From an optimization exercise on the open Yosys and OpenROAD flow, aimed at small area and a short achievable clock period; shortcuts taken in it are not production practice. Only simulation tests tie the RTL to the original design; equivalence was not proved.

==> flow/design.v <==
module fpfp_divrows #(
    parameter HI = 25,
    parameter LO = 0
) (
    input  wire [7:0]     r_in,     
    input  wire [HI:LO]   x,        
    input  wire [7:0]     inj,      
    input  wire [6:0]     t7,       
    output reg  [7:0]     r_out,
    output reg  [HI:LO]   q
);
    reg [7:0] r, rn;
    reg [6:0] z, zn, m;
    reg       c, xb, ssel;
    integer k, i;
    always @* begin
        r = r_in;
        for (i = 0; i < 7; i = i + 1) z[i] = ~|(r_in & ((8'd2 << i) - 8'd1));
        for (k = HI; k >= LO; k = k - 1) begin
            xb = x[k];
            c  = r[7] | ((r[6] | (xb & inj[7])) & (~z[5] | (xb & ~inj[7])));
            q[k] = c;
            for (i = 0; i < 7; i = i + 1)
                m[i] = c ? (~xb & t7[i] & ((i < 2) ? 1'b1 : z[(i < 2) ? 0 : i-2]))
                         : (xb & inj[i]);
            rn[0] = m[0];
            for (i = 1; i < 7; i = i + 1) rn[i] = r[i-1] ^ m[i];
            rn[7] = c ? (r[7] & xb) : (r[6] | (xb & inj[7]));
            ssel = xb ? (c & ~r[7]) : ~c;
            if (ssel)            zn = {z[5:0], 1'b1};
            else if (xb & c)     zn = 7'h7F;
            else                 zn = ~t7;
            r = rn; z = zn;
        end
        r_out = r;
    end
endmodule
module fpfp_divconst (
    input  wire [2:0] h,
    output wire [7:0] inj,
    output wire [6:0] t7
);
    genvar i;
    generate
        for (i = 0; i < 8; i = i + 1) begin : g_inj
            assign inj[i] = (h == 3'd7 - i);
        end
        for (i = 0; i < 7; i = i + 1) begin : g_t7
            assign t7[i] = (h >= 3'd7 - i);
        end
    endgenerate
endmodule
module fpfp_frac_fin (
    input  wire        s,
    input  wire [7:0]  e,
    input  wire [23:0] M,        
    input  wire [2:0]  h,
    input  wire        sub,
    input  wire [25:0] Z,        
    input  wire        nz,       
    output wire [31:0] y
);
    wire        e_ff   = &e;
    wire        fz     = ~|M[22:0];
    wire        t_nan  = e_ff & ~fz;
    wire        t_inf  = e_ff & fz;
    wire        t_zero = ~M[23] & fz;
    wire [3:0]  eh     = {1'b0, e[2:0]} + {1'b0, h};
    wire        ovf    = (&e[7:3]) & (eh >= 4'd7);        
    wire        e1     = ~|e[7:1];
    wire [6:0]  hm    = ~(7'h7F >> h);
    wire        caseA = e1 | (|(M[22:16] & hm));
    wire [24:0] zh    = caseA ? {1'b0, Z[25:3], 1'b0} : {Z[25:3], 2'b00};
    wire [24:0] Mc    = caseA ? {1'b0, M} : {M, 1'b0};
    wire [7:0]  ebase = e1 ? 8'd0 : (e - {6'd0, ~caseA, caseA});
    wire [24:0] ym     = Mc - zh;
    wire [30:0] fr_hi  = {ebase + {6'd0, ym[24:23]}, ym[22:0]};
    wire [27:0] fr_up  = fr_hi[30:3] + 28'd1;
    wire [27:0] fr_dn  = fr_hi[30:3] - 28'd1;
    wire [4:0]  fr_lo;
    fpfp_round_fr u_rfr (.i({caseA, Z[2:0], nz, M[0], ym[2:0]}), .o(fr_lo));
    wire [30:0] fr_mag = {fr_lo[4] ? fr_dn : (fr_lo[3] ? fr_up : fr_hi[30:3]), fr_lo[2:0]};
    wire [21:0] zh_up = zh[24:3] + 22'd1;
    wire [21:0] zh_dn = zh[24:3] - 22'd1;
    wire [4:0]  df_lo;
    fpfp_round_df u_rdf (.i({caseA, Z[4:0], nz, M[0]}), .o(df_lo));
    wire [24:0] diff = {df_lo[4] ? zh_dn : (df_lo[3] ? zh_up : zh[24:3]), df_lo[2:0]};
    wire [7:0]  elim = ebase;
    wire [2:0]  sh   = ((elim[7:3] == 5'd0) && (elim[2:0] < h)) ? elim[2:0] : h;
    wire [24:0] dn   = diff << sh;
    wire [7:0]  se0  = elim - {5'd0, sh};
    wire [7:0]  se1  = se0 + 8'd1;
    wire [7:0]  se2  = se0 + 8'd2;
    wire [30:0] sub_mag = {dn[24] ? se2 : (dn[23] ? se1 : se0), dn[22:0]};
    wire        dnz  = |diff;
    reg [31:0] fr, sb;
    always @* begin
        if (t_nan)       fr = 32'h7FC00000;
        else if (t_inf)  fr = {s, 8'hFF, 23'd0};
        else if (t_zero) fr = {s, 31'd0};
        else if (ovf)    fr = {s, 8'hFF, 23'd0};
        else             fr = {s, fr_mag};
        if (t_nan | t_inf) sb = 32'h7FC00000;
        else if (t_zero)   sb = 32'd0;
        else if (ovf)      sb = {~s, 8'hFF, 23'd0};
        else               sb = {s & dnz, sub_mag};
    end
    assign y = sub ? sb : fr;
endmodule
module fpfp_round_fr (
    input  wire [8:0] i,
    output reg  [4:0] o       
);
    always @* begin
        case (i)
            9'd0: o = 5'd0;
            9'd1: o = 5'd1;
            9'd2: o = 5'd2;
            9'd3: o = 5'd3;
            9'd4: o = 5'd4;
            9'd5: o = 5'd5;
            9'd6: o = 5'd6;
            9'd7: o = 5'd7;
            9'd8: o = 5'd0;
            9'd9: o = 5'd1;
            9'd10: o = 5'd2;
            9'd11: o = 5'd3;
            9'd12: o = 5'd4;
            9'd13: o = 5'd5;
            9'd14: o = 5'd6;
            9'd15: o = 5'd7;
            9'd16: o = 5'd0;
            9'd17: o = 5'd1;
            9'd18: o = 5'd2;
            9'd19: o = 5'd3;
            9'd20: o = 5'd4;
            9'd21: o = 5'd5;
            9'd22: o = 5'd6;
            9'd23: o = 5'd7;
            9'd24: o = 5'd0;
            9'd25: o = 5'd1;
            9'd26: o = 5'd2;
            9'd27: o = 5'd3;
            9'd28: o = 5'd4;
            9'd29: o = 5'd5;
            9'd30: o = 5'd6;
            9'd31: o = 5'd7;
            9'd32: o = 5'd0;
            9'd33: o = 5'd1;
            9'd34: o = 5'd2;
            9'd35: o = 5'd3;
            9'd36: o = 5'd4;
            9'd37: o = 5'd5;
            9'd38: o = 5'd6;
            9'd39: o = 5'd7;
            9'd40: o = 5'd0;
            9'd41: o = 5'd1;
            9'd42: o = 5'd2;
            9'd43: o = 5'd3;
            9'd44: o = 5'd4;
            9'd45: o = 5'd5;
            9'd46: o = 5'd6;
            9'd47: o = 5'd7;
            9'd48: o = 5'd23;
            9'd49: o = 5'd0;
            9'd50: o = 5'd1;
            9'd51: o = 5'd2;
            9'd52: o = 5'd3;
            9'd53: o = 5'd4;
            9'd54: o = 5'd5;
            9'd55: o = 5'd6;
            9'd56: o = 5'd23;
            9'd57: o = 5'd0;
            9'd58: o = 5'd1;
            9'd59: o = 5'd2;
            9'd60: o = 5'd3;
            9'd61: o = 5'd4;
            9'd62: o = 5'd5;
            9'd63: o = 5'd6;
            9'd64: o = 5'd23;
            9'd65: o = 5'd0;
            9'd66: o = 5'd1;
            9'd67: o = 5'd2;
            9'd68: o = 5'd3;
            9'd69: o = 5'd4;
            9'd70: o = 5'd5;
            9'd71: o = 5'd6;
            9'd72: o = 5'd23;
            9'd73: o = 5'd0;
            9'd74: o = 5'd1;
            9'd75: o = 5'd2;
            9'd76: o = 5'd3;
            9'd77: o = 5'd4;
            9'd78: o = 5'd5;
            9'd79: o = 5'd6;
            9'd80: o = 5'd23;
            9'd81: o = 5'd0;
            9'd82: o = 5'd1;
            9'd83: o = 5'd2;
            9'd84: o = 5'd3;
            9'd85: o = 5'd4;
            9'd86: o = 5'd5;
            9'd87: o = 5'd6;
            9'd88: o = 5'd23;
            9'd89: o = 5'd0;
            9'd90: o = 5'd1;
            9'd91: o = 5'd2;
            9'd92: o = 5'd3;
            9'd93: o = 5'd4;
            9'd94: o = 5'd5;
            9'd95: o = 5'd6;
            9'd96: o = 5'd22;
            9'd97: o = 5'd23;
            9'd98: o = 5'd0;
            9'd99: o = 5'd1;
            9'd100: o = 5'd2;
            9'd101: o = 5'd3;
            9'd102: o = 5'd4;
            9'd103: o = 5'd5;
            9'd104: o = 5'd22;
            9'd105: o = 5'd23;
            9'd106: o = 5'd0;
            9'd107: o = 5'd1;
            9'd108: o = 5'd2;
            9'd109: o = 5'd3;
            9'd110: o = 5'd4;
            9'd111: o = 5'd5;
            9'd112: o = 5'd22;
            9'd113: o = 5'd23;
            9'd114: o = 5'd0;
            9'd115: o = 5'd1;
            9'd116: o = 5'd2;
            9'd117: o = 5'd3;
            9'd118: o = 5'd4;
            9'd119: o = 5'd5;
            9'd120: o = 5'd22;
            9'd121: o = 5'd23;
            9'd122: o = 5'd0;
            9'd123: o = 5'd1;
            9'd124: o = 5'd2;
            9'd125: o = 5'd3;
            9'd126: o = 5'd4;
            9'd127: o = 5'd5;
            9'd128: o = 5'd22;
            9'd129: o = 5'd23;
            9'd130: o = 5'd0;
            9'd131: o = 5'd1;
            9'd132: o = 5'd2;
            9'd133: o = 5'd3;
            9'd134: o = 5'd4;
            9'd135: o = 5'd5;
            9'd136: o = 5'd22;
            9'd137: o = 5'd23;
            9'd138: o = 5'd0;
            9'd139: o = 5'd1;
            9'd140: o = 5'd2;
            9'd141: o = 5'd3;
            9'd142: o = 5'd4;
            9'd143: o = 5'd5;
            9'd144: o = 5'd22;
            9'd145: o = 5'd23;
            9'd146: o = 5'd0;
            9'd147: o = 5'd1;
            9'd148: o = 5'd2;
            9'd149: o = 5'd3;
            9'd150: o = 5'd4;
            9'd151: o = 5'd5;
            9'd152: o = 5'd22;
            9'd153: o = 5'd23;
            9'd154: o = 5'd0;
            9'd155: o = 5'd1;
            9'd156: o = 5'd2;
            9'd157: o = 5'd3;
            9'd158: o = 5'd4;
            9'd159: o = 5'd5;
            9'd160: o = 5'd22;
            9'd161: o = 5'd23;
            9'd162: o = 5'd0;
            9'd163: o = 5'd1;
            9'd164: o = 5'd2;
            9'd165: o = 5'd3;
            9'd166: o = 5'd4;
            9'd167: o = 5'd5;
            9'd168: o = 5'd22;
            9'd169: o = 5'd23;
            9'd170: o = 5'd0;
            9'd171: o = 5'd1;
            9'd172: o = 5'd2;
            9'd173: o = 5'd3;
            9'd174: o = 5'd4;
            9'd175: o = 5'd5;
            9'd176: o = 5'd21;
            9'd177: o = 5'd22;
            9'd178: o = 5'd23;
            9'd179: o = 5'd0;
            9'd180: o = 5'd1;
            9'd181: o = 5'd2;
            9'd182: o = 5'd3;
            9'd183: o = 5'd4;
            9'd184: o = 5'd21;
            9'd185: o = 5'd22;
            9'd186: o = 5'd23;
            9'd187: o = 5'd0;
            9'd188: o = 5'd1;
            9'd189: o = 5'd2;
            9'd190: o = 5'd3;
            9'd191: o = 5'd4;
            9'd192: o = 5'd21;
            9'd193: o = 5'd22;
            9'd194: o = 5'd23;
            9'd195: o = 5'd0;
            9'd196: o = 5'd1;
            9'd197: o = 5'd2;
            9'd198: o = 5'd3;
            9'd199: o = 5'd4;
            9'd200: o = 5'd21;
            9'd201: o = 5'd22;
            9'd202: o = 5'd23;
            9'd203: o = 5'd0;
            9'd204: o = 5'd1;
            9'd205: o = 5'd2;
            9'd206: o = 5'd3;
            9'd207: o = 5'd4;
            9'd208: o = 5'd21;
            9'd209: o = 5'd22;
            9'd210: o = 5'd23;
            9'd211: o = 5'd0;
            9'd212: o = 5'd1;
            9'd213: o = 5'd2;
            9'd214: o = 5'd3;
            9'd215: o = 5'd4;
            9'd216: o = 5'd21;
            9'd217: o = 5'd22;
            9'd218: o = 5'd23;
            9'd219: o = 5'd0;
            9'd220: o = 5'd1;
            9'd221: o = 5'd2;
            9'd222: o = 5'd3;
            9'd223: o = 5'd4;
            9'd224: o = 5'd20;
            9'd225: o = 5'd21;
            9'd226: o = 5'd22;
            9'd227: o = 5'd23;
            9'd228: o = 5'd0;
            9'd229: o = 5'd1;
            9'd230: o = 5'd2;
            9'd231: o = 5'd3;
            9'd232: o = 5'd20;
            9'd233: o = 5'd21;
            9'd234: o = 5'd22;
            9'd235: o = 5'd23;
            9'd236: o = 5'd0;
            9'd237: o = 5'd1;
            9'd238: o = 5'd2;
            9'd239: o = 5'd3;
            9'd240: o = 5'd20;
            9'd241: o = 5'd21;
            9'd242: o = 5'd22;
            9'd243: o = 5'd23;
            9'd244: o = 5'd0;
            9'd245: o = 5'd1;
            9'd246: o = 5'd2;
            9'd247: o = 5'd3;
            9'd248: o = 5'd20;
            9'd249: o = 5'd21;
            9'd250: o = 5'd22;
            9'd251: o = 5'd23;
            9'd252: o = 5'd0;
            9'd253: o = 5'd1;
            9'd254: o = 5'd2;
            9'd255: o = 5'd3;
            9'd256: o = 5'd0;
            9'd257: o = 5'd1;
            9'd258: o = 5'd2;
            9'd259: o = 5'd3;
            9'd260: o = 5'd4;
            9'd261: o = 5'd5;
            9'd262: o = 5'd6;
            9'd263: o = 5'd7;
            9'd264: o = 5'd0;
            9'd265: o = 5'd1;
            9'd266: o = 5'd2;
            9'd267: o = 5'd3;
            9'd268: o = 5'd4;
            9'd269: o = 5'd5;
            9'd270: o = 5'd6;
            9'd271: o = 5'd7;
            9'd272: o = 5'd0;
            9'd273: o = 5'd1;
            9'd274: o = 5'd2;
            9'd275: o = 5'd3;
            9'd276: o = 5'd4;
            9'd277: o = 5'd5;
            9'd278: o = 5'd6;
            9'd279: o = 5'd7;
            9'd280: o = 5'd0;
            9'd281: o = 5'd1;
            9'd282: o = 5'd2;
            9'd283: o = 5'd3;
            9'd284: o = 5'd4;
            9'd285: o = 5'd5;
            9'd286: o = 5'd6;
            9'd287: o = 5'd7;
            9'd288: o = 5'd0;
            9'd289: o = 5'd1;
            9'd290: o = 5'd2;
            9'd291: o = 5'd3;
            9'd292: o = 5'd4;
            9'd293: o = 5'd5;
            9'd294: o = 5'd6;
            9'd295: o = 5'd7;
            9'd296: o = 5'd0;
            9'd297: o = 5'd1;
            9'd298: o = 5'd2;
            9'd299: o = 5'd3;
            9'd300: o = 5'd4;
            9'd301: o = 5'd5;
            9'd302: o = 5'd6;
            9'd303: o = 5'd7;
            9'd304: o = 5'd0;
            9'd305: o = 5'd1;
            9'd306: o = 5'd2;
            9'd307: o = 5'd3;
            9'd308: o = 5'd4;
            9'd309: o = 5'd5;
            9'd310: o = 5'd6;
            9'd311: o = 5'd7;
            9'd312: o = 5'd0;
            9'd313: o = 5'd1;
            9'd314: o = 5'd2;
            9'd315: o = 5'd3;
            9'd316: o = 5'd4;
            9'd317: o = 5'd5;
            9'd318: o = 5'd6;
            9'd319: o = 5'd7;
            9'd320: o = 5'd0;
            9'd321: o = 5'd1;
            9'd322: o = 5'd2;
            9'd323: o = 5'd3;
            9'd324: o = 5'd4;
            9'd325: o = 5'd5;
            9'd326: o = 5'd6;
            9'd327: o = 5'd7;
            9'd328: o = 5'd23;
            9'd329: o = 5'd0;
            9'd330: o = 5'd1;
            9'd331: o = 5'd2;
            9'd332: o = 5'd3;
            9'd333: o = 5'd4;
            9'd334: o = 5'd5;
            9'd335: o = 5'd6;
            9'd336: o = 5'd23;
            9'd337: o = 5'd0;
            9'd338: o = 5'd1;
            9'd339: o = 5'd2;
            9'd340: o = 5'd3;
            9'd341: o = 5'd4;
            9'd342: o = 5'd5;
            9'd343: o = 5'd6;
            9'd344: o = 5'd23;
            9'd345: o = 5'd0;
            9'd346: o = 5'd1;
            9'd347: o = 5'd2;
            9'd348: o = 5'd3;
            9'd349: o = 5'd4;
            9'd350: o = 5'd5;
            9'd351: o = 5'd6;
            9'd352: o = 5'd23;
            9'd353: o = 5'd0;
            9'd354: o = 5'd1;
            9'd355: o = 5'd2;
            9'd356: o = 5'd3;
            9'd357: o = 5'd4;
            9'd358: o = 5'd5;
            9'd359: o = 5'd6;
            9'd360: o = 5'd23;
            9'd361: o = 5'd0;
            9'd362: o = 5'd1;
            9'd363: o = 5'd2;
            9'd364: o = 5'd3;
            9'd365: o = 5'd4;
            9'd366: o = 5'd5;
            9'd367: o = 5'd6;
            9'd368: o = 5'd23;
            9'd369: o = 5'd0;
            9'd370: o = 5'd1;
            9'd371: o = 5'd2;
            9'd372: o = 5'd3;
            9'd373: o = 5'd4;
            9'd374: o = 5'd5;
            9'd375: o = 5'd6;
            9'd376: o = 5'd23;
            9'd377: o = 5'd0;
            9'd378: o = 5'd1;
            9'd379: o = 5'd2;
            9'd380: o = 5'd3;
            9'd381: o = 5'd4;
            9'd382: o = 5'd5;
            9'd383: o = 5'd6;
            9'd384: o = 5'd23;
            9'd385: o = 5'd0;
            9'd386: o = 5'd1;
            9'd387: o = 5'd2;
            9'd388: o = 5'd3;
            9'd389: o = 5'd4;
            9'd390: o = 5'd5;
            9'd391: o = 5'd6;
            9'd392: o = 5'd23;
            9'd393: o = 5'd0;
            9'd394: o = 5'd1;
            9'd395: o = 5'd2;
            9'd396: o = 5'd3;
            9'd397: o = 5'd4;
            9'd398: o = 5'd5;
            9'd399: o = 5'd6;
            9'd400: o = 5'd23;
            9'd401: o = 5'd0;
            9'd402: o = 5'd1;
            9'd403: o = 5'd2;
            9'd404: o = 5'd3;
            9'd405: o = 5'd4;
            9'd406: o = 5'd5;
            9'd407: o = 5'd6;
            9'd408: o = 5'd23;
            9'd409: o = 5'd0;
            9'd410: o = 5'd1;
            9'd411: o = 5'd2;
            9'd412: o = 5'd3;
            9'd413: o = 5'd4;
            9'd414: o = 5'd5;
            9'd415: o = 5'd6;
            9'd416: o = 5'd23;
            9'd417: o = 5'd0;
            9'd418: o = 5'd1;
            9'd419: o = 5'd2;
            9'd420: o = 5'd3;
            9'd421: o = 5'd4;
            9'd422: o = 5'd5;
            9'd423: o = 5'd6;
            9'd424: o = 5'd23;
            9'd425: o = 5'd0;
            9'd426: o = 5'd1;
            9'd427: o = 5'd2;
            9'd428: o = 5'd3;
            9'd429: o = 5'd4;
            9'd430: o = 5'd5;
            9'd431: o = 5'd6;
            9'd432: o = 5'd23;
            9'd433: o = 5'd0;
            9'd434: o = 5'd1;
            9'd435: o = 5'd2;
            9'd436: o = 5'd3;
            9'd437: o = 5'd4;
            9'd438: o = 5'd5;
            9'd439: o = 5'd6;
            9'd440: o = 5'd23;
            9'd441: o = 5'd0;
            9'd442: o = 5'd1;
            9'd443: o = 5'd2;
            9'd444: o = 5'd3;
            9'd445: o = 5'd4;
            9'd446: o = 5'd5;
            9'd447: o = 5'd6;
            9'd448: o = 5'd22;
            9'd449: o = 5'd23;
            9'd450: o = 5'd0;
            9'd451: o = 5'd1;
            9'd452: o = 5'd2;
            9'd453: o = 5'd3;
            9'd454: o = 5'd4;
            9'd455: o = 5'd5;
            9'd456: o = 5'd23;
            9'd457: o = 5'd0;
            9'd458: o = 5'd1;
            9'd459: o = 5'd2;
            9'd460: o = 5'd3;
            9'd461: o = 5'd4;
            9'd462: o = 5'd5;
            9'd463: o = 5'd6;
            9'd464: o = 5'd22;
            9'd465: o = 5'd23;
            9'd466: o = 5'd0;
            9'd467: o = 5'd1;
            9'd468: o = 5'd2;
            9'd469: o = 5'd3;
            9'd470: o = 5'd4;
            9'd471: o = 5'd5;
            9'd472: o = 5'd22;
            9'd473: o = 5'd23;
            9'd474: o = 5'd0;
            9'd475: o = 5'd1;
            9'd476: o = 5'd2;
            9'd477: o = 5'd3;
            9'd478: o = 5'd4;
            9'd479: o = 5'd5;
            9'd480: o = 5'd22;
            9'd481: o = 5'd23;
            9'd482: o = 5'd0;
            9'd483: o = 5'd1;
            9'd484: o = 5'd2;
            9'd485: o = 5'd3;
            9'd486: o = 5'd4;
            9'd487: o = 5'd5;
            9'd488: o = 5'd22;
            9'd489: o = 5'd23;
            9'd490: o = 5'd0;
            9'd491: o = 5'd1;
            9'd492: o = 5'd2;
            9'd493: o = 5'd3;
            9'd494: o = 5'd4;
            9'd495: o = 5'd5;
            9'd496: o = 5'd22;
            9'd497: o = 5'd23;
            9'd498: o = 5'd0;
            9'd499: o = 5'd1;
            9'd500: o = 5'd2;
            9'd501: o = 5'd3;
            9'd502: o = 5'd4;
            9'd503: o = 5'd5;
            9'd504: o = 5'd22;
            9'd505: o = 5'd23;
            9'd506: o = 5'd0;
            9'd507: o = 5'd1;
            9'd508: o = 5'd2;
            9'd509: o = 5'd3;
            9'd510: o = 5'd4;
            9'd511: o = 5'd5;
            default: o = 5'd0;
        endcase
    end
endmodule
module fpfp_round_df (
    input  wire [7:0] i,
    output reg  [4:0] o       
);
    always @* begin
        case (i)
            8'd0: o = 5'd0;
            8'd1: o = 5'd0;
            8'd2: o = 5'd0;
            8'd3: o = 5'd0;
            8'd4: o = 5'd0;
            8'd5: o = 5'd0;
            8'd6: o = 5'd1;
            8'd7: o = 5'd1;
            8'd8: o = 5'd1;
            8'd9: o = 5'd1;
            8'd10: o = 5'd1;
            8'd11: o = 5'd1;
            8'd12: o = 5'd2;
            8'd13: o = 5'd2;
            8'd14: o = 5'd2;
            8'd15: o = 5'd2;
            8'd16: o = 5'd2;
            8'd17: o = 5'd2;
            8'd18: o = 5'd2;
            8'd19: o = 5'd2;
            8'd20: o = 5'd2;
            8'd21: o = 5'd2;
            8'd22: o = 5'd3;
            8'd23: o = 5'd3;
            8'd24: o = 5'd3;
            8'd25: o = 5'd3;
            8'd26: o = 5'd3;
            8'd27: o = 5'd3;
            8'd28: o = 5'd4;
            8'd29: o = 5'd4;
            8'd30: o = 5'd4;
            8'd31: o = 5'd4;
            8'd32: o = 5'd4;
            8'd33: o = 5'd4;
            8'd34: o = 5'd4;
            8'd35: o = 5'd4;
            8'd36: o = 5'd4;
            8'd37: o = 5'd4;
            8'd38: o = 5'd5;
            8'd39: o = 5'd5;
            8'd40: o = 5'd5;
            8'd41: o = 5'd5;
            8'd42: o = 5'd5;
            8'd43: o = 5'd5;
            8'd44: o = 5'd6;
            8'd45: o = 5'd6;
            8'd46: o = 5'd6;
            8'd47: o = 5'd6;
            8'd48: o = 5'd6;
            8'd49: o = 5'd6;
            8'd50: o = 5'd6;
            8'd51: o = 5'd6;
            8'd52: o = 5'd6;
            8'd53: o = 5'd6;
            8'd54: o = 5'd7;
            8'd55: o = 5'd7;
            8'd56: o = 5'd7;
            8'd57: o = 5'd7;
            8'd58: o = 5'd7;
            8'd59: o = 5'd7;
            8'd60: o = 5'd8;
            8'd61: o = 5'd8;
            8'd62: o = 5'd8;
            8'd63: o = 5'd8;
            8'd64: o = 5'd0;
            8'd65: o = 5'd0;
            8'd66: o = 5'd0;
            8'd67: o = 5'd0;
            8'd68: o = 5'd0;
            8'd69: o = 5'd0;
            8'd70: o = 5'd1;
            8'd71: o = 5'd1;
            8'd72: o = 5'd1;
            8'd73: o = 5'd1;
            8'd74: o = 5'd1;
            8'd75: o = 5'd1;
            8'd76: o = 5'd2;
            8'd77: o = 5'd2;
            8'd78: o = 5'd2;
            8'd79: o = 5'd2;
            8'd80: o = 5'd2;
            8'd81: o = 5'd2;
            8'd82: o = 5'd2;
            8'd83: o = 5'd2;
            8'd84: o = 5'd2;
            8'd85: o = 5'd2;
            8'd86: o = 5'd3;
            8'd87: o = 5'd3;
            8'd88: o = 5'd3;
            8'd89: o = 5'd3;
            8'd90: o = 5'd3;
            8'd91: o = 5'd3;
            8'd92: o = 5'd4;
            8'd93: o = 5'd4;
            8'd94: o = 5'd4;
            8'd95: o = 5'd4;
            8'd96: o = 5'd4;
            8'd97: o = 5'd4;
            8'd98: o = 5'd4;
            8'd99: o = 5'd4;
            8'd100: o = 5'd4;
            8'd101: o = 5'd4;
            8'd102: o = 5'd5;
            8'd103: o = 5'd5;
            8'd104: o = 5'd5;
            8'd105: o = 5'd5;
            8'd106: o = 5'd5;
            8'd107: o = 5'd5;
            8'd108: o = 5'd6;
            8'd109: o = 5'd6;
            8'd110: o = 5'd6;
            8'd111: o = 5'd6;
            8'd112: o = 5'd6;
            8'd113: o = 5'd6;
            8'd114: o = 5'd6;
            8'd115: o = 5'd6;
            8'd116: o = 5'd6;
            8'd117: o = 5'd6;
            8'd118: o = 5'd7;
            8'd119: o = 5'd7;
            8'd120: o = 5'd7;
            8'd121: o = 5'd7;
            8'd122: o = 5'd7;
            8'd123: o = 5'd7;
            8'd124: o = 5'd8;
            8'd125: o = 5'd8;
            8'd126: o = 5'd8;
            8'd127: o = 5'd8;
            8'd128: o = 5'd0;
            8'd129: o = 5'd0;
            8'd130: o = 5'd0;
            8'd131: o = 5'd0;
            8'd132: o = 5'd0;
            8'd133: o = 5'd0;
            8'd134: o = 5'd0;
            8'd135: o = 5'd0;
            8'd136: o = 5'd0;
            8'd137: o = 5'd1;
            8'd138: o = 5'd1;
            8'd139: o = 5'd1;
            8'd140: o = 5'd1;
            8'd141: o = 5'd1;
            8'd142: o = 5'd1;
            8'd143: o = 5'd1;
            8'd144: o = 5'd1;
            8'd145: o = 5'd1;
            8'd146: o = 5'd1;
            8'd147: o = 5'd1;
            8'd148: o = 5'd1;
            8'd149: o = 5'd1;
            8'd150: o = 5'd1;
            8'd151: o = 5'd1;
            8'd152: o = 5'd2;
            8'd153: o = 5'd1;
            8'd154: o = 5'd2;
            8'd155: o = 5'd2;
            8'd156: o = 5'd2;
            8'd157: o = 5'd2;
            8'd158: o = 5'd2;
            8'd159: o = 5'd2;
            8'd160: o = 5'd2;
            8'd161: o = 5'd2;
            8'd162: o = 5'd2;
            8'd163: o = 5'd2;
            8'd164: o = 5'd2;
            8'd165: o = 5'd2;
            8'd166: o = 5'd2;
            8'd167: o = 5'd2;
            8'd168: o = 5'd2;
            8'd169: o = 5'd3;
            8'd170: o = 5'd3;
            8'd171: o = 5'd3;
            8'd172: o = 5'd3;
            8'd173: o = 5'd3;
            8'd174: o = 5'd3;
            8'd175: o = 5'd3;
            8'd176: o = 5'd3;
            8'd177: o = 5'd3;
            8'd178: o = 5'd3;
            8'd179: o = 5'd3;
            8'd180: o = 5'd3;
            8'd181: o = 5'd3;
            8'd182: o = 5'd3;
            8'd183: o = 5'd3;
            8'd184: o = 5'd4;
            8'd185: o = 5'd3;
            8'd186: o = 5'd4;
            8'd187: o = 5'd4;
            8'd188: o = 5'd4;
            8'd189: o = 5'd4;
            8'd190: o = 5'd4;
            8'd191: o = 5'd4;
            8'd192: o = 5'd4;
            8'd193: o = 5'd4;
            8'd194: o = 5'd4;
            8'd195: o = 5'd4;
            8'd196: o = 5'd4;
            8'd197: o = 5'd4;
            8'd198: o = 5'd4;
            8'd199: o = 5'd4;
            8'd200: o = 5'd4;
            8'd201: o = 5'd5;
            8'd202: o = 5'd5;
            8'd203: o = 5'd5;
            8'd204: o = 5'd5;
            8'd205: o = 5'd5;
            8'd206: o = 5'd5;
            8'd207: o = 5'd5;
            8'd208: o = 5'd5;
            8'd209: o = 5'd5;
            8'd210: o = 5'd5;
            8'd211: o = 5'd5;
            8'd212: o = 5'd5;
            8'd213: o = 5'd5;
            8'd214: o = 5'd5;
            8'd215: o = 5'd5;
            8'd216: o = 5'd6;
            8'd217: o = 5'd5;
            8'd218: o = 5'd6;
            8'd219: o = 5'd6;
            8'd220: o = 5'd6;
            8'd221: o = 5'd6;
            8'd222: o = 5'd6;
            8'd223: o = 5'd6;
            8'd224: o = 5'd6;
            8'd225: o = 5'd6;
            8'd226: o = 5'd6;
            8'd227: o = 5'd6;
            8'd228: o = 5'd6;
            8'd229: o = 5'd6;
            8'd230: o = 5'd6;
            8'd231: o = 5'd6;
            8'd232: o = 5'd6;
            8'd233: o = 5'd7;
            8'd234: o = 5'd7;
            8'd235: o = 5'd7;
            8'd236: o = 5'd7;
            8'd237: o = 5'd7;
            8'd238: o = 5'd7;
            8'd239: o = 5'd7;
            8'd240: o = 5'd7;
            8'd241: o = 5'd7;
            8'd242: o = 5'd7;
            8'd243: o = 5'd7;
            8'd244: o = 5'd7;
            8'd245: o = 5'd7;
            8'd246: o = 5'd7;
            8'd247: o = 5'd7;
            8'd248: o = 5'd8;
            8'd249: o = 5'd7;
            8'd250: o = 5'd8;
            8'd251: o = 5'd8;
            8'd252: o = 5'd8;
            8'd253: o = 5'd8;
            8'd254: o = 5'd8;
            8'd255: o = 5'd8;
            default: o = 5'd0;
        endcase
    end
endmodule
module fixed_point_field_packer #(
    parameter W_REGION = 4
) (
    input  wire                clk,
    input  wire                rst,           
    input  wire                req_valid,
    input  wire [31:0]         cmd,
    input  wire [63:0]         a,
    input  wire [63:0]         b,
    input  wire [63:0]         f_pt,
    input  wire [63:0]         f_eta,
    input  wire [63:0]         f_phi,
    input  wire [63:0]         f_hoe,
    input  wire [63:0]         f_hoeflag,
    input  wire [63:0]         f_iso,
    input  wire [63:0]         f_isoflag,
    input  wire [63:0]         f_fb,
    input  wire [63:0]         f_timing,
    input  wire [63:0]         f_shapeflag,
    input  wire [63:0]         f_brems,
    input  wire [W_REGION-1:0] f_region,
    output reg                 rsp_valid,
    output reg                 o_illegal,
    output wire [63:0]         o_word,
    output wire [W_REGION-1:0] o_region,
    output wire [64:0]         o_ival,
    output reg                 o_sign,
    output wire [63:0]         o_mag,
    output wire                o_ok,
    output wire [31:0]         o_fval,
    output wire [11:0]         d_pt,
    output wire [31:0]         d_ptfloat,
    output wire [15:0]         d_eta,
    output wire [15:0]         d_phi,
    output wire [15:0]         d_etatc,
    output wire [15:0]         d_phitc,
    output wire                d_etasign,
    output wire                d_phisign,
    output wire [6:0]          d_etamag,
    output wire [5:0]          d_phimag,
    output wire [3:0]          d_hoe,
    output wire [1:0]          d_hoeflag,
    output wire [2:0]          d_iso,
    output wire [1:0]          d_isoflag,
    output wire [5:0]          d_fb,
    output wire [4:0]          d_timing,
    output wire [1:0]          d_shapeflag,
    output wire [1:0]          d_brems,
    output wire                d_isostandalone,
    output wire                d_isoloosetrack,
    output wire                d_shapestandalone,
    output wire                d_shapeloosetrack,
    output wire [W_REGION-1:0] d_region,
    output wire [31:0]         e_hwpt,
    output wire [15:0]         e_hweta,
    output wire [15:0]         e_hwphi,
    output wire                e_isembigger,
    output wire [2:0]          e_hoecode,
    output wire [31:0]         e_hwempt
);
    localparam KDIV = 8;    
    localparam OP_EXTU  = 5'h00, OP_EXTSM = 5'h01, OP_EXTTC = 5'h02,
               OP_PACKU = 5'h03, OP_SMENC = 5'h04, OP_SMDEC = 5'h05,
               OP_ENCPF = 5'h08, OP_ENCV1 = 5'h09, OP_ENCV2 = 5'h0A,
               OP_ENCV3 = 5'h0B, OP_DECPF = 5'h0C, OP_DECV1 = 5'h0D,
               OP_DECV2 = 5'h0E, OP_DECV3 = 5'h0F, OP_CHKPF = 5'h10,
               OP_CHKV1 = 5'h11, OP_CHKV2 = 5'h12, OP_CHKV3 = 5'h13,
               OP_ZERO  = 5'h14, OP_FRAC  = 5'h18, OP_SPLIT = 5'h19,
               OP_EMUEM = 5'h1A, OP_EMUHD = 5'h1B;
    wire [4:0] op  = cmd[4:0];
    wire [5:0] off = cmd[10:5];
    wire [6:0] wid = cmd[17:11];
    wire [5:0] sbp = cmd[23:18];
    wire [7:0] rsv = cmd[31:24];
    wire [7:0] ow  = {2'b00, off} + {1'b0, wid};
    reg legal;
    always @* begin
        if (rsv != 8'd0) legal = 1'b0;
        else case (op)
            OP_EXTU, OP_PACKU:
                legal = (sbp == 6'd0) && (ow <= 8'd64);
            OP_EXTTC:
                legal = (sbp == 6'd0) && (ow <= 8'd64) && (wid != 7'd0);
            OP_EXTSM:
                legal = (ow <= 8'd64) && !((sbp >= off) && ({2'b00, sbp} < ow));
            OP_SMENC, OP_SMDEC:
                legal = (off == 6'd0) && (sbp == 6'd0) && (wid <= 7'd64);
            OP_ENCPF, OP_ENCV1, OP_ENCV2, OP_ENCV3,
            OP_DECPF, OP_DECV1, OP_DECV2, OP_DECV3,
            OP_CHKPF, OP_CHKV1, OP_CHKV2, OP_CHKV3,
            OP_ZERO, OP_FRAC, OP_SPLIT, OP_EMUEM, OP_EMUHD:
                legal = (cmd[23:5] == 19'd0);
            default:
                legal = 1'b0;
        endcase
    end
    wire is_extsm = (op == OP_EXTSM);
    wire is_exttc = (op == OP_EXTTC);
    wire is_pack  = (op == OP_PACKU);
    wire is_smenc = (op == OP_SMENC);
    wire is_smdec = (op == OP_SMDEC);
    wire is_enc   = (op[4:2] == 3'b010);
    wire is_dec   = (op[4:2] == 3'b011);
    wire is_emu   = (op[4:1] == 4'b1101);
    wire keep_a   = is_dec | (op[4] & (op[3:2] != 2'b01));    
    wire [7:0]  mn    = is_pack ? {1'b0, wid} : (keep_a ? 8'd64 : ow);
    wire       m_all = |mn[7:6];
    reg [7:0]  m_hi, m_heq, m_lo;
    reg [63:0] mask;
    integer t;
    always @* begin
        for (t = 0; t < 8; t = t + 1) begin
            m_hi[t]  = m_all | (mn[5:3] > t[2:0]);
            m_heq[t] = ~m_all & (mn[5:3] == t[2:0]);
            m_lo[t]  = mn[2:0] > t[2:0];
        end
        for (t = 0; t < 64; t = t + 1)
            mask[t] = m_hi[t/8] | (m_heq[t/8] & m_lo[t%8]);
    end
    wire [63:0] am    = a & mask;
    wire [5:0]  bidx  = is_extsm ? sbp : (ow[5:0] - 6'd1);
    wire        bsel  = a[bidx];                    
    wire        inv   = is_extsm ? ~bsel :
                        is_smdec ? ~b[0] :
                        is_smenc ? (a[63] & (|am)) : 1'b0;
    wire        fill  = is_exttc ? bsel : (inv & ~is_smenc);
    wire        inc   = inv;
    wire        eta_pos = !f_eta[63] && (f_eta != 64'd0);
    wire [6:0]  eta_abs = f_eta[63] ? (7'd0 - f_eta[6:0]) : f_eta[6:0];
    wire        phi_pos = !f_phi[63] && (f_phi != 64'd0);
    wire [5:0]  phi_abs = f_phi[63] ? (6'd0 - f_phi[5:0]) : f_phi[5:0];
    wire [63:0] enc_pf = {34'd0, f_hoe[3:0], f_phi[6:0], f_eta[6:0], f_pt[11:0]};
    wire [63:0] enc_v1 = {12'd0, f_brems[1:0], f_shapeflag[1:0], f_timing[4:0],
                          f_fb[5:0], f_isoflag[1:0], f_iso[2:0], f_hoeflag[1:0],
                          f_hoe[3:0], f_phi[6:0], f_eta[6:0], f_pt[11:0]};
    wire [63:0] enc_v3 = {11'd0, f_brems[1:0], f_shapeflag[1:0], f_timing[4:0],
                          f_fb[5:0], f_isoflag[1:0], f_iso[2:0], f_hoeflag[1:0],
                          f_hoe[3:0], phi_pos, phi_abs, eta_pos, eta_abs,
                          f_pt[11:0]};
    wire [63:0] enc_w  = (op[1:0] == 2'b00) ? enc_pf :
                         (op[1:0] == 2'b11) ? enc_v3 : enc_v1;
    reg [63:0] pre;
    integer i;
    always @* begin
        for (i = 0; i < 64; i = i + 1) begin
            if (is_enc)       pre[i] = enc_w[63-i];
            else if (is_pack) pre[i] = am[63-i];
            else              pre[i] = mask[i] ? (a[i] ^ inv) : fill;
        end
    end
    wire [127:0] shx = {{64{fill}}, pre} >> off;
    reg [3:0]  pmsb;
    integer j;
    always @* begin
        pmsb = 4'd0;
        for (j = 0; j < 12; j = j + 1)
            if (a[j]) pmsb = j[3:0];
    end
    wire [11:0] pnrm = a[11:0] << (4'd11 - pmsb);
    wire [63:0] a_in = {(is_dec | is_emu) ? pnrm[10:0] : shx[63:53], shx[52:0]};
    wire [2:0]  fh   = op[1] ? a[30:28] : (op[0] ? b[3:1] : b[2:0]);
    wire        fsub = op[1] ? ~a[27] : (op[0] & ~b[0]);
    wire [23:0] fm   = op[1] ? {|a[11:0], pnrm[10:0], 12'd0} : {|a[30:23], a[22:0]};
    wire [7:0]  inj_p;
    wire [6:0]  t7_p;
    fpfp_divconst u_dc_p (.h(fh), .inj(inj_p), .t7(t7_p));
    wire [7:0]  r_p;
    wire [25:KDIV] q_p;
    wire [25:0] x_p = {fm, 2'b00};
    fpfp_divrows #(.HI(25), .LO(KDIV)) u_rows_p (
        .r_in(8'd0), .x(x_p[25:KDIV]), .inj(inj_p), .t7(t7_p),
        .r_out(r_p), .q(q_p)
    );
    reg [63:0]     A;
    reg            r_fill, r_inc;
    reg [1:0]      r_op;
    reg [W_REGION-1:0] r_region;
    reg [2:0]      r_h;
    reg            r_sub;
    reg [7:0]      r_rem;
    reg [25:KDIV]  r_q;
    always @(posedge clk) begin
        if (rst) rsp_valid <= 1'b0;
        else     rsp_valid <= req_valid;
    end
    always @(posedge clk) begin
        o_illegal <= !legal;
        o_sign    <= !a[63] && (a != 64'd0);
        A         <= a_in;
        r_fill    <= fill;
        r_inc     <= inc;
        r_op      <= op[1:0];
        r_region  <= f_region;
        r_h       <= fh;
        r_sub     <= fsub;
        r_rem     <= r_p;
        r_q       <= q_p;
    end
    genvar g;
    generate
        for (g = 0; g < 64; g = g + 1) begin : g_rev
            assign o_word[g] = A[63-g];
        end
    endgenerate
    reg [7:0]  byte_ones;
    reg [8:0]  byte_c;
    reg [64:0] ival;
    reg        run;
    integer u, v;
    always @* begin
        for (u = 0; u < 8; u = u + 1) byte_ones[u] = &A[8*u +: 8];
        byte_c[0] = r_inc;
        for (u = 0; u < 8; u = u + 1) byte_c[u+1] = byte_c[u] & byte_ones[u];
        for (u = 0; u < 8; u = u + 1) begin
            run = byte_c[u];
            for (v = 0; v < 8; v = v + 1) begin
                ival[8*u+v] = A[8*u+v] ^ run;
                run = run & A[8*u+v];
            end
        end
        ival[64] = r_fill ^ byte_c[8];
    end
    assign o_ival   = ival;
    assign o_mag    = o_ival[63:0];
    assign o_region = r_region;
    assign d_region = r_region;
    wire r_v3 = (r_op == 2'b11);
    wire r_v2 = (r_op == 2'b10);
    wire r_pf = (r_op == 2'b00);
    assign o_ok = (A[63:52] == 12'd0) && (!r_pf || (A[51:31] == 21'd0));
    reg [3:0] qmsb;
    integer m;
    always @* begin
        qmsb = 4'd0;
        for (m = 0; m < 12; m = m + 1)
            if (A[m]) qmsb = m[3:0];
    end
    wire        pt_nz  = |A[11:0];
    wire [7:0]  pt_exp = pt_nz ? (8'd126 + {4'd0, qmsb}) : 8'd0;
    wire [31:0] ptf    = {1'b0, pt_exp, A[63:53], 12'd0};
    wire [6:0]  eta_m  = A[18:12];
    wire [5:0]  phi_m  = A[25:20];
    wire [15:0] v3_eta = A[19] ? {9'd0, eta_m} : (16'd0 - {9'd0, eta_m});
    wire [15:0] v3_phi = A[26] ? {10'd0, phi_m} : (16'd0 - {10'd0, phi_m});
    assign d_pt      = A[11:0];
    assign d_ptfloat = ptf;
    assign d_eta     = r_v3 ? v3_eta :
                       r_v2 ? {8'd0, A[19:12]} : {9'd0, A[18:12]};
    assign d_phi     = r_v3 ? v3_phi :
                       r_pf ? {{9{A[25]}}, A[25:19]} : {9'd0, A[25:19]};
    assign d_etatc   = r_v2 ? {{8{A[19]}}, A[19:12]} : {{9{A[18]}}, A[18:12]};
    assign d_phitc   = {{9{A[25]}}, A[25:19]};
    assign d_etasign = A[19];
    assign d_phisign = A[26];
    assign d_etamag  = A[18:12];
    assign d_phimag  = A[25:20];
    assign d_hoe       = r_v3 ? A[30:27] : A[29:26];
    assign d_hoeflag   = r_v3 ? A[32:31] : A[31:30];
    assign d_iso       = r_v3 ? A[35:33] : A[34:32];
    assign d_isoflag   = r_v3 ? A[37:36] : A[36:35];
    assign d_fb        = r_v3 ? A[43:38] : A[42:37];
    assign d_timing    = r_v3 ? A[48:44] : A[47:43];
    assign d_shapeflag = r_v3 ? A[50:49] : A[49:48];
    assign d_brems     = r_v3 ? A[52:51] : A[51:50];
    assign d_isostandalone   = d_isoflag[0];
    assign d_isoloosetrack   = d_isoflag[1];
    assign d_shapestandalone = d_shapeflag[0];
    assign d_shapeloosetrack = d_shapeflag[1];
    assign e_hwpt       = ptf;
    assign e_hweta      = {v3_eta[13:0], 2'b00};
    assign e_hwphi      = {v3_phi[13:0], 2'b00};
    assign e_isembigger = A[27];
    assign e_hoecode    = A[30:28];
    wire        f_emu = r_op[1];
    wire [23:0] fm_q  = f_emu ? {pt_nz, A[63:53], 12'd0} : {|A[30:23], A[22:0]};
    wire [7:0]  fe_q  = f_emu ? pt_exp : A[30:23];
    wire        fs_q  = ~f_emu & A[31];
    wire [7:0]  inj_q;
    wire [6:0]  t7_q;
    fpfp_divconst u_dc_q (.h(r_h), .inj(inj_q), .t7(t7_q));
    wire [7:0]  r_f;
    wire [25:0] zq;
    wire [25:0] x_q = {fm_q, 2'b00};
    fpfp_divrows #(.HI(KDIV-1), .LO(0)) u_rows_q (
        .r_in(r_rem), .x(x_q[KDIV-1:0]), .inj(inj_q), .t7(t7_q),
        .r_out(r_f), .q(zq[KDIV-1:0])
    );
    assign zq[25:KDIV] = r_q;
    wire [31:0] fr_y;
    fpfp_frac_fin u_fin (
        .s(fs_q), .e(fe_q), .M(fm_q), .h(r_h), .sub(r_sub),
        .Z(zq), .nz(|r_f), .y(fr_y)
    );
    assign o_fval   = fr_y;
    assign e_hwempt = fr_y;
endmodule
==> flow/flow/run.sh <==
#!/bin/bash
# Own layout flow: the standard flow, except
#  - technology mapping by ABC without its blanket up-sizing (flow/abc_area.script),
#  - the smallest buffer cell on the input and output ports,
#  - timing repair aiming at a shorter period than the clock's, so that only
#    the critical paths get larger cells.
# Each tool's output goes to a log of its own in this folder.
set -euo pipefail
here=$(pwd)
margin=130
rm -rf "$here/scripts_own"
cp -r "$FLOW_HOME/scripts" "$here/scripts_own"
cp "$here/flow/abc_area.script" "$here/scripts_own/abc_area.script"
bash standard.sh SCRIPTS_DIR="$here/scripts_own" synth > "$here/synth.log" 2>&1
bash standard.sh "BUFFER_PORTS_ARGS=-buffer_cell sky130_fd_sc_hd__buf_1" \
    "SETUP_SLACK_MARGIN=$margin" finish > "$here/layout.log" 2>&1
==> flow/flow/abc_area.script <==
strash
dch
map -B 0.9
topo
stime -c
==> flow/standard.sh <==
#!/bin/bash
# synth_recipe.tcl (not shown) runs the flow's synth.tcl, then flattens the netlist and writes it again
# the make line also repeats each setting of config.mk as NAME=value (left out here)
make -C /OpenROAD-flow-scripts/flow DESIGN_CONFIG=/design/flow/config.mk WORK_HOME=/design/flow/orfs CLKGATE_MAP_FILE= SYNTH_SCRIPT=/design/flow/synth_recipe.tcl "${@:-finish}"
==> flow/config.mk <==
export PLATFORM = sky130hd
export DESIGN_NAME = fixed_point_field_packer
export DESIGN_NICKNAME = fixed_point_field_packer
export VERILOG_FILES = /design/flow/design.v
export SDC_FILE = /design/flow/constraint.sdc
export NUM_CORES = 4
export LEC_CHECK = 0
export ABC_AREA = 1
export CAP_MARGIN = 20
export CORE_AREA = 2.3 2.72 431.02 429.76
export CTS_CLUSTER_DIAMETER = 40
export CTS_CLUSTER_SIZE = 8
export DIE_AREA = 0 0 433.33 433.33
export PLACE_DENSITY = 0.35
export SLEW_MARGIN = 20
==> flow/constraint.sdc <==
create_clock -name core_clock -period 180.0 [get_ports {clk}]
set_input_delay 36.0000 -clock core_clock [delete_from_list [all_inputs] [get_ports {clk}]]
set_output_delay 36.0000 -clock core_clock [all_outputs]
set_load 0.01 [all_outputs]
==> results of run 1 <==
[cells in the mapped netlist (6+ instances only)]
cell type	instances
fa_1	6
and3_2	6
nand3_1	309
o21ai_0	774
o211ai_1	64
nor4_1	64
mux2i_1	27
or2_2	23
nor2_1	389
a211oi_1	8
xor2_1	148
o2111ai_1	9
a32oi_1	9
o32ai_1	26
xnor2_1	41
a21o_2	7
o311ai_0	15
nand4_1	75
nor3_1	78
o21bai_1	8
a31oi_1	22
ha_1	126
nand2_1	1422
a21oi_1	215
o31ai_1	18
and2_2	10
nand3b_1	11
a21boi_0	6
dfxtp_1	105
buf_4	258
a32o_1	8
o22ai_1	51
clkinv_1	600
a22oi_1	33
o21a_1	6
o221ai_1	13
[sequential cells by signal, summed over array words and instances, names as in the netlist]
register	count
o_illegal	1
r_fill	1
rsp_valid	1
r_rem	8
A	64
r_region	4
o_sign	1
r_q	18
r_h	3
r_op	2
r_sub	1
r_inc	1
[logic make-up after synthesis]
group,count (synthesis),share of synthesized area
AO/OA/AOI/OAI,1313,0.2726
XOR/XNOR,189,0.06056
adder cells (fa/ha/maj),132,0.06207
buffers and inverters,858,0.1532
flip-flops,105,0.07690
multiplexers,27,0.009887
other,1,0.0001372
AND/OR/NAND/NOR,2389,0.3646
[critical path: cells and delay by family (launching register included)]
family	cells	cell delay, ns
compound gates	16	2.86
xor+xnor	3	0.72
buf+inv	16	2.15
flops	1	0.61
simple gates	44	6.10
[cell type report]
cell class | instances | area share
repair buffers | 902 | 0.1213
inverters | 600 | 0.06868
flip-flops and latches | 105 | 0.06295
diodes | 31 | 0.002319
well taps | 2464 | 0.09217
clock buffers | 10 | 0.007144
clock inverters | 6 | 0.001945
multi-input cells | 4082 | 0.6435
[final timing paths]
kind	startpoint	to	slack [ns]
worst max-delay path	r_h[1]	o_fval[31]	131.12
worst min-delay path	f_region[0]	r_region[0]	35.68
[timing repair]
item	4_1_cts	5_1_grt
pin swaps	4	10
cloned	1	0
gates resized for setup	54	87
buffers inserted	3	24
setup endpoints to repair	73	59
[layer usage]
| metal | vias up | wire (um) | share of wire | GRT usage |
|---|---|---|---|---|
| li1 | 18324 | - | - | - |
| met1 | 17693 | 77690 | 0.39 | 0.2322 |
| met2 | 1475 | 96030 | 0.48 | 0.3410 |
| met3 | 292 | 10010 | 0.050 | 0.02745 |
| met4 | 9 | 15550 | 0.078 | 0.1489 |
| met5 | - | 189 | 0.00095 | 0.005725 |
==> impl_metrics.toml, run 1 <==
[global_routing]
grt_max_degree = 85
grt_pass1_wl_mm = 268.1
grt_usage = 0.2020
grt_overflow = 0
antenna_found_initial = 45
grt_pass1_vias = 34223

[placed_design]
port_buffers = 732
placed_cells = 8125
hpwl_mm = 166.8
pre_cts_slack_ns = 126.48
postPlaceCellArea_sq_um = 32470
gp_congestion = 0.9522

[clock_network]
cts_buffer_depth = 2
cts_root_buffer = "clkbuf_16"
clkTransAtPathRegs_ns = 0.09
ctsHoldBuffers = 0
cts_buffers = 9
cts.sink_count = 105
cts_max_level = 3
cts_tree = "yes"

[layout]
layout_commonest_cell = "nand2_1"
design_area_sq_um = 33450
syn_to_final_growth_pct = 22.37
ff_latch_area_sq_um = 2106
utilization = 0.1827
nNetsFinal = 6703
stdcell_count = 8200
nFillCells = 21844
multi_input_area_sq_um = 21530
final_cell_mix = "1380 x nand2_1, 749 x o21ai_0, 720 x buf_1"
drive_gt1_frac = 0.06275

[worst_setup_path]
path_max_fanout = 12
max_stage_delay_ns = 0.68
crit_slowest_cell = "or4_2"
startpoint_type = "flop"
cp-end-kind = "output pin"
crit_type = "flop to output pin"
worst_ep_arrival_time_ns = 12.88
cp_common_cell = "nand2_1"
cp.required_ns = 144.00

[route]
drt_iter0_markers = 3090
first_pass_iters = 6
via_per_inst = 4.609
vias = 37793
drc = 0
drt_wl_total_mm = 199.5
routedWlPerCell_um = 24.33
postRouteAntennaNets = 0

[run_status]
outcome = "timing/DRC/antenna clean"

[yosys]
synthArstFlopShare = 0
syn_inst = 5014
ys_seq_area_frac = 0.07690
ys_ff_latch = 105
synth_cell_types = 48
synth_top_area_frac = 0.1953
synth_area_leader_cell = "nand2_1"
ys.flop_type = "dfxtp_1"
syn-cell-area_sq_um = 27330
synth_area_leaders = "nand2_1 20%, o21ai_0 14%, clkinv_1 8.2%"
yosysWarnings = 6
syn_area_per_cell_sq_um = 5.452
synth-edff-count = 0

[floorplanning]
dieHeight_um = 433.3
fp.coreArea_sq_um = 183100
rows = 157
io_pins = 1361
die_x_um = 433.3
start_util = 0.1493
dieArea_sq_um = 187800

[sta]
rsz0062_at_grt = "false"
finalMaxSlewViolations = 0
max_freq_ghz = 0.02046
fin_crit_ns = 48.88
maxSlewHeadroom = 0.2245
hold_slack_ns = 35.68
post-route-period-util = 0.2716
worst_slack_ns = 131.12
tightest_slew_ns = 1.155
final-setup-viol-count = 0
finalHoldViolCount = 0
finalSetupTns_ns = 0

[hold_path]
hold_path.class = "input port to flop"
holdPathStages = 1

[flow_run]
maxCapViolations = 0
==> run 2: changes to the inputs <==
--- a/flow/flow/run.sh
+++ b/flow/flow/run.sh
@@ -9,3 +9,3 @@
 here=$(pwd)
-margin=130
+margin=135
 rm -rf "$here/scripts_own"
==> run 2 against run 1 <==
Net effect: hold slack got worse by 0.042 ns; critical path type unchanged; setup slack improved by 2.2 ns; sequential share of layout area shrank 1.1 points; area after synthesis unchanged; clock-buffer cell count decreased by 1; core utilization increased by 4.1 points; final area is 22% higher; cell count up 3.8%.
==> impl_metrics.toml, run 2 <==
[route]
vias = 39371
met1_length_mm = 77.20
top_layer_used = "met5"
dr_wl_met3_mm = 10.07
routedWlPerCell_um = 24.18
first_pass_iters = 8
drt_wl_total_mm = 205.9
via_per_inst = 4.624
dr_wl_met2_mm = 101.0
postRouteAntennaNets = 0
drc = 0
drt_iter0_markers = 2915

[yosys]
ys_seq_area_frac = 0.07690
synthArstFlopShare = 0
syn_inst = 5014
yosysWarnings = 6
yosysMostFrequentCell = "nand2_1"
synth_area_leader_cell = "nand2_1"
syn_area_per_cell_sq_um = 5.452
ys_ff_latch = 105
synth_area_leaders = "nand2_1 20%, o21ai_0 14%, clkinv_1 8.2%"
synth_cell_types = 48
syn-cell-area_sq_um = 27330
synth_top_area_frac = 0.1953
ys.flop_type = "dfxtp_1"
synth-edff-count = 0
netlist_top_cells_count = "1422 x nand2_1, 774 x o21ai_0, 600 x clkinv_1"

[clock_network]
cts.sink_count = 105
cts_max_level = 3
ctsHoldBuffers = 0
cts_root_buffer = "clkbuf_16"
cts_buffers = 9
clkTransAtPathRegs_ns = 0.11
cts_tree = "yes"
cts_buffer_depth = 2

[floorplanning]
dieArea_sq_um = 187800
fp.coreArea_sq_um = 183100
dieHeight_um = 433.3
start_util = 0.1493
rows = 157
die_x_um = 433.3
io_pins = 1361

[flow_run]
maxCapViolations = 0

[layout]
multi_input_area_sq_um = 25270
regMostFlops = "A"
nFillCells = 21252
final_cell_mix = "1175 x nand2_1, 652 x buf_1, 636 x o21ai_0"
layout_commonest_cell = "nand2_1"
ff_latch_area_sq_um = 2121
syn_to_final_growth_pct = 49.65
drive_gt1_frac = 0.2319
largest_reg_flops = 64
design_area_sq_um = 40910
reg_top3 = "A: 64 flops, r_q: 18 flops, r_rem: 8 flops"
nNetsFinal = 7034

[placed_design]
port_buffers = 732
gp_congestion = 0.9504
postPlaceCellArea_sq_um = 33380
pre_cts_slack_ns = 130.44
hpwl_mm = 166.2

[run_status]
outcome = "timing/DRC/antenna clean"

[worst_setup_path]
crit_cells = 77
startpoint_type = "flop"
path_max_fanout = 6
crit_slowest_cell = "dfxtp_4"
startpoint = "r_h[2]"
critical-path-top-delay-family = "simple AND/OR/NAND/NOR gates"
cp.required_ns = 144.00
max_stage_delay_ns = 0.37
worst_ep_arrival_time_ns = 10.73
cp_common_cell = "nand2_2"
cp_num_buf_inv = 13
crit_type = "flop to output pin"
cp-end-kind = "output pin"

[global_routing]
grt_pass1_wl_mm = 278.2
grt_pass1_vias = 36549
grt_max_degree = 85
grt_overflow = 0
grt_usage = 0.2074
antenna_found_initial = 36

[sta]
post-route-period-util = 0.2596
finalSetupTns_ns = 0
max_freq_ghz = 0.02140
tightest_slew_ns = 1.175
maxSlewHeadroom = 0.2137
fin_crit_ns = 46.73
final-setup-viol-count = 0
finalHoldViolCount = 0
rsz0062_at_grt = "true"
finalMaxSlewViolations = 0
worst_slack_ns = 133.27

[hold_path]
holdPathStages = 1
hold_path.class = "input port to flop"
hp-start = "f_region[1]"
run 2: area by class of cell:
class | instances | area share
diodes | 15 | 0.0009176
repair inverters | 2 | 0.0003364
clock inverters | 7 | 0.002294
flip-flops and latches | 105 | 0.05184
well taps | 2464 | 0.07536
repair buffers | 1227 | 0.1810
inverters | 600 | 0.06493
clock buffers | 9 | 0.005505
multi-input cells | 4086 | 0.6178
run 2: path summary, 6_finish.rpt:
kind / to
worst min-delay path: r_region[1]
worst max-delay path: o_fval[27]
run 2: per-layer routing:
metal,GRT usage,vias up
li1,-,18997
met1,0.2324,18559
met2,0.3613,1458
met3,0.02328,351
met4,0.1545,6
met5,0,-
run 2: cells by family (layout without fill, tap and decap cells):
kind of cell | count (synthesis) | count (layout) | synth area share
compound gates | 1313 | 1313 | 0.2726
xor+xnor | 189 | 189 | 0.06056
fa+ha+maj | 132 | 132 | 0.06207
buf+inv | 858 | 1845 | 0.1532
flops | 105 | 105 | 0.07690
mux | 27 | 27 | 0.009887
other cells | 1 | 46 | 0.0001372
simple gates | 2389 | 2394 | 0.3646
run 2: repair_timing:
action                                  4_1_cts  5_1_grt
gates resized for setup                     789      386
endpoints found under the hold margin         0        0
endpoints found under the setup margin      140      137
buffers inserted                            273       88
gates cloned                                  8        1
pin swaps                                   238      214
run 2: stage by stage:
stage,util,cells,hold WS (ns)
6_report,0.2234,8515,35.64
5_1_grt,0.2234,8509,35.64
4_1_cts,0.2116,8411,35.62
3_5_place_dp,0.1823,8114,36.09
3_3_place_gp,0.1823,8114,36.09
2_1_floorplan,-,5044,36.03
==> run 3: changes to the inputs <==
--- a/flow/flow/run.sh
+++ b/flow/flow/run.sh
@@ -9,3 +9,3 @@
 here=$(pwd)
-margin=135
+margin=132
 rm -rf "$here/scripts_own"
==> run 3 against run 2 <==
Net effect: critical path depth increased by 7; non-clock buffer count decreased by 261; synthesized cell count unchanged; sequential share of layout area increased by 0.88 points; setup slack got worse by 0.44 ns; critical path type unchanged; critical endpoint is now o_fval[31]; highest routed layer unchanged.
==> impl_metrics.toml, run 3 <==
[yosys]
synth_fa_ha_area_frac = 0.06207
synth-edff-count = 0
synthArstFlopShare = 0
synth_compound_area_frac = 0.2726
synth-simple-area-share = 0.3646
netlist_top_cells_count = "1422 x nand2_1, 774 x o21ai_0, 600 x clkinv_1"
synthMuxAreaShare = 0.009887
synth_xor_area_frac = 0.06056
yosysMostFrequentCell = "nand2_1"
ys_seq_area_frac = 0.07690
synth_area_leader_cell = "nand2_1"
synth_top_area_frac = 0.1953
yosysWarnings = 6
syn_inst = 5014
synth_area_leaders = "nand2_1 20%, o21ai_0 14%, clkinv_1 8.2%"
ys.flop_type = "dfxtp_1"
synth_cell_types = 48
syn_area_per_cell_sq_um = 5.452
ys_ff_latch = 105
syn-cell-area_sq_um = 27330
synth_top_family_by_area = "simple AND/OR/NAND/NOR gates"

[floorplanning]
dieHeight_um = 433.3
fp.coreArea_sq_um = 183100
start_util = 0.1493
rows = 157
dieArea_sq_um = 187800
die_x_um = 433.3
io_pins = 1361

[global_routing]
grt_usage = 0.2026
antenna_found_initial = 51
grt_pass1_wl_mm = 269.9
grt_pass1_vias = 34912
grt_overflow = 0
grt_max_degree = 85

[layout]
layout_commonest_cell = "nand2_1"
reg_top3 = "A: 64 flops, r_q: 18 flops, r_rem: 8 flops"
nNetsFinal = 6768
nFillCells = 21862
final_cell_mix = "1330 x nand2_1, 725 x o21ai_0, 710 x buf_1"
regMostFlops = "A"
drive_gt1_frac = 0.1009
largest_reg_flops = 64
syn_to_final_growth_pct = 27.28
ff_latch_area_sq_um = 2110
multi_input_area_sq_um = 22240
utilization = 0.1900

[sta]
rsz0062_at_grt = "true"
post-route-period-util = 0.2621
finalMaxSlewViolations = 0
tightest_slew_ns = 1.229
worst_slack_ns = 132.82
max_freq_ghz = 0.02120
finalHoldViolCount = 0
hold_slack_ns = 35.67
finalSetupTns_ns = 0
fin_crit_ns = 47.18
final-setup-viol-count = 0
maxSlewHeadroom = 0.1746

[worst_setup_path]
cp_common_cell = "nand2_1"
cp-end-kind = "output pin"
worst_ep_arrival_time_ns = 11.18
path_max_fanout = 14
startpoint_type = "flop"
crit_slowest_cell = "o41ai_2"
cp.required_ns = 144.00
max_stage_delay_ns = 0.35
crit_type = "flop to output pin"

[clock_network]
cts_max_level = 3
cts_buffer_depth = 2
cts_tree = "yes"
cts.sink_count = 105
cts_buffers = 9
cts_root_buffer = "clkbuf_16"
ctsHoldBuffers = 0
clkTransAtPathRegs_ns = 0.10

[route]
postRouteAntennaNets = 0
drt_wl_total_mm = 200.2
top_layer_used = "met5"
routedWlPerCell_um = 24.25
met1_length_mm = 75.41
drc = 0
dr_wl_met2_mm = 95.13
via_per_inst = 4.638
first_pass_iters = 6
vias = 38294
dr_wl_met3_mm = 10.54
drt_iter0_markers = 3313

[run_status]
outcome = "timing/DRC/antenna clean"

[hold_path]
hold_path.class = "input port to flop"

[placed_design]
port_buffers = 732
pre_cts_slack_ns = 126.27
hpwl_mm = 166.8
gp_congestion = 0.9519

[flow_run]
maxCapViolations = 0
==> run 3: area by class of cell <==
| type | count | area share |
|---|---|---|
| flip-flops and latches | 105 | 0.06063 |
| well taps | 2464 | 0.08861 |
| clock inverters | 7 | 0.002949 |
| inverters | 600 | 0.06804 |
| diodes | 22 | 0.001582 |
| repair buffers | 966 | 0.1324 |
| clock buffers | 9 | 0.006473 |
| multi-input cells | 4083 | 0.6393 |
==> run 3: kinds of logic after synthesis <==
group           Yosys count
simple gates           2389
xor+xnor                189
mux                      27
buf+inv                 858
other cells               1
flops                   105
compound gates         1313
fa+ha+maj               132
==> run 3: stage by stage <==
stage	area [sq um]	cells
5_1_grt	34770	8248
3_5_place_dp	32410	8114
4_1_cts	33660	8173
3_3_place_gp	32400	8114
2_1_floorplan	27470	5044
6_report	34790	8256
==> run 3: path summary, 6_finish.rpt <==
kind,startpoint,to,depth (start not counted)
worst min-delay path,f_region[1],r_region[1],1
worst max-delay path,r_h[2],o_fval[31],84
==> run 3: what timing repair did <==
action | CTS | global route
resized for setup | 192 | 196
endpoints found under the setup margin | 77 | 78
buffers inserted | 42 | 60
pin swaps | 25 | 72
cloned | 1 | 1
==> run 3: worst max-delay path, delay by kind of cell, from the launching register on <==
family,cells,cell delay [ns]
buffers and inverters,20,2.36
AO/OA/AOI/OAI,16,2.10
AND/OR/NAND/NOR,43,4.90
XOR/XNOR,5,1.05
flip-flops,1,0.34
==> run 3: metal layers <==
metal	vias up	global-route usage
met3	377	0.02924
met4	24	0.1674
li1	18444	-
met2	1514	0.3424
met5	-	0
met1	17935	0.2253

## afterwards: timing with drivers on the ports
No port has a modelled driver above. Below, the same layouts with a new extraction and two added sets of constraints.
Step 1, drivers: a clkbuf_16 drives clk and a buf_2 each remaining input, both assumed.
Step 2 adds t to the input delays and takes it off the output delays; t is the mean of the earliest and latest rising clock arrival at the registers after step 1. Input paths then give back, and output paths get back, about the clock's delay inside the block.
a / b / c = ideal ports / drivers / drivers and shift; a / b = the first two.
| run | t, ns | slack for setup (ns) | worst hold slack (ns) | worst slew at a driven data input, ns | cell pins on the clock port's net |
|---|---|---|---|---|---|
| run 1 | 0.474 | 131.116 / 131.051 / 130.903 | 35.679 / 35.647 / 36.121 | 0.19 | 1 |
| run 2 | 0.494 | 133.268 / 133.204 / 133.698 | 35.637 / 35.600 / 36.094 | 0.21 | 1 |
| run 3 | 0.495 | 132.823 / 132.754 / 132.409 | 35.674 / 35.627 / 36.122 | 0.19 | 1 |
After both steps every run listed still meets setup and hold. The setup slack of run 3, which loses most, moves by -0.069 ns with the drivers and by -0.414 ns with both steps.
